What follows belongs to an exercise in optimizing a design on an open flow for small area, a short achievable clock period and few clock cycles per item; a production flow would make more cautious choices. RTL that was checked went through simulation tests only; none was proved equivalent to the original. Power and IR drop assume default switching activity.

// md5_core
module md5_core (
    input  wire         clk,
    input  wire         rst,       
    input  wire         init,
    input  wire         start,
    input  wire [511:0] block,
    output wire         ready,
    output reg          done,
    output wire [127:0] digest
);
    localparam [31:0] IV_A = 32'h67452301,
                      IV_B = 32'hefcdab89,
                      IV_C = 32'h98badcfe,
                      IV_D = 32'h10325476;
    reg          rdy;       
    reg          busy;      
    reg          setup;     
    reg          fin;       
    reg          pend;      
    reg  [5:0]   t;         
    reg  [511:0] m;
    reg  [31:0]  b, c, d;
    reg  [31:0]  u, v;
    reg  [31:0]  pre;
    reg  [31:0]  h0, h1, h2, h3;
    reg  [15:0]  oh;        
    reg          s61, s62;  
    reg          last;      
    assign ready = rdy;
    wire take_start = rdy && start;
    wire take_init  = rdy && init;
    wire [31:0] x [0:15];
    genvar gj;
    generate
        for (gj = 0; gj < 16; gj = gj + 1) begin : g_x
            assign x[gj] = {m[511-8*(4*gj+3) -: 8], m[511-8*(4*gj+2) -: 8],
                            m[511-8*(4*gj+1) -: 8], m[511-8*(4*gj)   -: 8]};
        end
    endgenerate
    reg [31:0] kt;
    reg [3:0]  gt;
    always @(*) begin
        case (t)
            6'd0: begin kt = 32'hd76aa478; gt = 4'd0; end
            6'd1: begin kt = 32'he8c7b756; gt = 4'd1; end
            6'd2: begin kt = 32'h242070db; gt = 4'd2; end
            6'd3: begin kt = 32'hc1bdceee; gt = 4'd3; end
            6'd4: begin kt = 32'hf57c0faf; gt = 4'd4; end
            6'd5: begin kt = 32'h4787c62a; gt = 4'd5; end
            6'd6: begin kt = 32'ha8304613; gt = 4'd6; end
            6'd7: begin kt = 32'hfd469501; gt = 4'd7; end
  ...
==> flow/config.mk <==
export PLATFORM = sky130hd
export DESIGN_NAME = md5_core
export DESIGN_NICKNAME = md5_core
export VERILOG_FILES = /design/flow/design.v
export SDC_FILE = /design/flow/constraint.sdc
export NUM_CORES = 4
export LEC_CHECK = 0
export CAP_MARGIN = 20
export CORE_MARGIN = 2
export CORE_UTILIZATION = 40
export SLEW_MARGIN = 20
==> flow/constraint.sdc <==
create_clock -name core_clock -period 12.0 [get_ports {clk}]
set_input_delay 2.4000 -clock core_clock [delete_from_list [all_inputs] [get_ports {clk}]]
set_output_delay 2.4000 -clock core_clock [all_outputs]
set_load 0.01 [all_outputs]
run.sh (not shown) runs the stock make flow with config.mk's settings and CLKGATE_MAP_FILE= SYNTH_SCRIPT=/design/flow/synth_recipe.tcl, a recipe that flattens the netlist after the stock synthesis.
Change:
SETUP_SLACK_MARGIN = 5   (was not set)
Result: Total power rises by 1.1%. Die area does not change. Worst setup slack gets better by 0.83 ns. Register-to-register slack gets better by 0.83 ns. Combinational power climbs by about 1%. First-iteration DRC count went up by about 1%. Global-route usage hardly moves. Routed wire length is about the same. Core utilization increases by 0.17 points.
No functional check of the RTL was part of any run of this note.


md5_core, a different RTL version from the one above (not shown whole).
Size: ~650 I/O pins, roughly 0.047 sq mm of cells after synthesis.
==> flow/config.mk <==
export PLATFORM = sky130hd
export DESIGN_NAME = md5_core
export DESIGN_NICKNAME = md5_core
export VERILOG_FILES = /design/flow/design.v
export SDC_FILE = /design/flow/constraint.sdc
export NUM_CORES = 4
export LEC_CHECK = 0
export ABC_AREA = 1
export CAP_MARGIN = 20
export CORE_MARGIN = 2
export CORE_UTILIZATION = 55
export CTS_BUF_LIST = sky130_fd_sc_hd__clkbuf_8
export SLEW_MARGIN = 20
==> flow/constraint.sdc <==
create_clock -name core_clock -period 12.0 [get_ports {clk}]
set_input_delay 2.4000 -clock core_clock [delete_from_list [all_inputs] [get_ports {clk}]]
set_output_delay 2.4000 -clock core_clock [all_outputs]
set_load 0.01 [all_outputs]
standard.sh (not shown) runs the stock make flow with config.mk's settings and CLKGATE_MAP_FILE= SYNTH_SCRIPT=/design/flow/synth_recipe.tcl, a recipe that flattens the netlist after the stock synthesis.
==> flow/flow/run.sh <==
#!/bin/bash
set -euo pipefail
bash standard.sh "BUFFER_PORTS_ARGS=-buffer_cell sky130_fd_sc_hd__buf_1" \
    SETUP_SLACK_MARGIN=6.7 finish > standard_flow.log 2>&1
The baseline went through all stages and came out clean.
Testbench counts at the start, summed over its fixed seeds: cycles 66,640, items 1,024.
Edit:
==> flow/flow/run.sh (replaced) <==
#!/bin/bash
set -euo pipefail
bash standard.sh "BUFFER_PORTS_ARGS=-buffer_cell sky130_fd_sc_hd__buf_1" \
    SETUP_SLACK_MARGIN=7.6 finish > standard_flow.log 2>&1
Settings changed: CORE_UTILIZATION 55 to 40.
The new run passed the timing, design-rule and antenna checks.
Final cell count went up by 8.5%.
Worst hold slack gets better by 0.0074 ns.
Core utilization goes down by 13 points.
Count of clock-buffer cells in the layout came out higher by 7.
Total power came out higher by 17%.
Design area rises by 12%.
Setup slack is better by 0.51 ns.
Die area came out higher by 37%.
Routed wire length came out higher by about 10%.
Edit:
==> flow/flow/run.sh (replaced) <==
#!/bin/bash
set -euo pipefail
bash standard.sh "BUFFER_PORTS_ARGS=-buffer_cell sky130_fd_sc_hd__buf_1" \
    SETUP_SLACK_MARGIN=7 finish > standard_flow.log 2>&1
The new run produced a clean layout.
Clock-buffer cell count is unchanged.
Setup slack gets worse by 0.18 ns.
Non-clock buffer count is lower by 172.
Via count falls by a few percent.
Die area does not change.
Clock skew rises by 0.0031 ns.
Total power shrinks by roughly a tenth.
Fmax shrinks by a few percent.
Final area came out lower by a little under a tenth.
Utilization went down by 3.8 points.
Edit:
Settings changed: CORE_UTILIZATION 40 to 55.
After rerunning: Clock skew goes down by 0.055 ns. Worst setup slack degrades by 0.021 ns. Cell count goes down by a few percent. Synthesized area is unchanged. Routed wire length goes down by a few percent. First-iteration DRC count hardly moves. Design area goes down slightly.


md5_core, a different RTL version from the one above (not shown whole).
Size in the first run: about 5200 cells after synthesis, ~860 flip-flops, roughly 650 I/O pins, roughly 46000 um2 of cells after synthesis.
Settings: LEC_CHECK=0, ABC_AREA=1, CAP_MARGIN=20, CORE_MARGIN=2, CORE_UTILIZATION=40, CTS_BUF_LIST=sky130_fd_sc_hd__clkbuf_8, SLEW_MARGIN=20; clock period 12.0 ns.
==> flow/flow/run.sh <==
#!/bin/bash
set -euo pipefail
bash standard.sh "BUFFER_PORTS_ARGS=-buffer_cell sky130_fd_sc_hd__buf_1" \
    SETUP_SLACK_MARGIN=6.5 finish > standard_flow.log 2>&1
Testbench counts at the start, summed over its fixed seeds: cycles 66,640, items 1,024.
Then changed:
==> flow/flow/run.sh (replaced) <==
#!/bin/bash
# The standard layout (standard synthesis, floorplan, placement, CTS,
# routing), with one change to how it is made: the port buffers that the
# placement step puts on every input and output are the smallest plain
# buffer instead of the default delay buffer. Every port still gets its
# buffer. All of the flow's output goes to standard_flow.log here; ORFS
# keeps each step's own log under orfs/logs.
set -euo pipefail
bash standard.sh "BUFFER_PORTS_ARGS=-buffer_cell sky130_fd_sc_hd__buf_1" finish \
    > standard_flow.log 2>&1
ABC_AREA = unset   (was 1)
SETUP_SLACK_MARGIN = 5   (was unset)
After rerunning: The changed run went through all stages and came out clean. Combinational power goes down by about 2%. Via count goes down by about 6%. Cell count goes down by 8.8%. Total power goes down by 3.3%. Synthesized area goes up by 1.4%.

-- static timing again, ports no longer ideal --
The flow's constraints put no driver on any port. The routed layouts listed below were extracted and timed again, unchanged, in two steps. Step 1 sets driving cells, clkbuf_16 on the clock port and buf_2 on the other inputs (assumed; they add their load-dependent delay and slew). Step 2 adds t to the input delays and takes it off the output delays; t is the mean of the earliest and latest rising clock arrival at the registers after step 1. Input paths then give back, and output paths get back, about the clock's delay inside the block. a / b / c = ideal / step 1 / step 2; a / b = the first two.
| run | shift t [ns] | setup slack, ns | hold WS [ns] | clock arrival spread, ns | cell pins on the clock port's net |
|---|---|---|---|---|---|
| the first run of note 1 | 0.793 | 4.524 / 4.524 / 4.524 | 0.533 / 0.533 / 0.533 | 0.080 / 0.080 | 1 |
| the second run of note 1 | 0.785 | 5.355 / 5.355 / 5.071 | 0.517 / 0.517 / 0.517 | 0.065 / 0.065 | 1 |
| the first run of note 2 | 0.890 | 6.793 / 6.793 / 6.793 | 0.494 / 0.494 / 0.494 | 0.043 / 0.044 | 1 |
| the second run of note 2 | 0.956 | 7.308 / 7.308 / 7.293 | 0.502 / 0.502 / 0.502 | 0.103 / 0.104 | 1 |
| the third run of note 2 | 0.943 | 7.131 / 7.131 / 7.131 | 0.504 / 0.504 / 0.504 | 0.107 / 0.106 | 1 |
| the fourth run of note 2 | 0.893 | 7.110 / 7.110 / 7.110 | 0.493 / 0.493 / 0.493 | 0.061 / 0.060 | 1 |
| the first run of note 3 | 0.905 | 6.540 / 6.540 / 6.540 | 0.491 / 0.491 / 0.491 | 0.062 / 0.061 | 1 |
| the second run of note 3 | 0.928 | 5.191 / 5.191 / 5.191 | 0.526 / 0.526 / 0.526 | 0.064 / 0.064 | 1 |
After both steps every run listed still meets setup and hold. For the second run of note 1, which loses most, drivers alone change the setup slack by 0.000 ns; drivers and shift together by -0.284 ns.
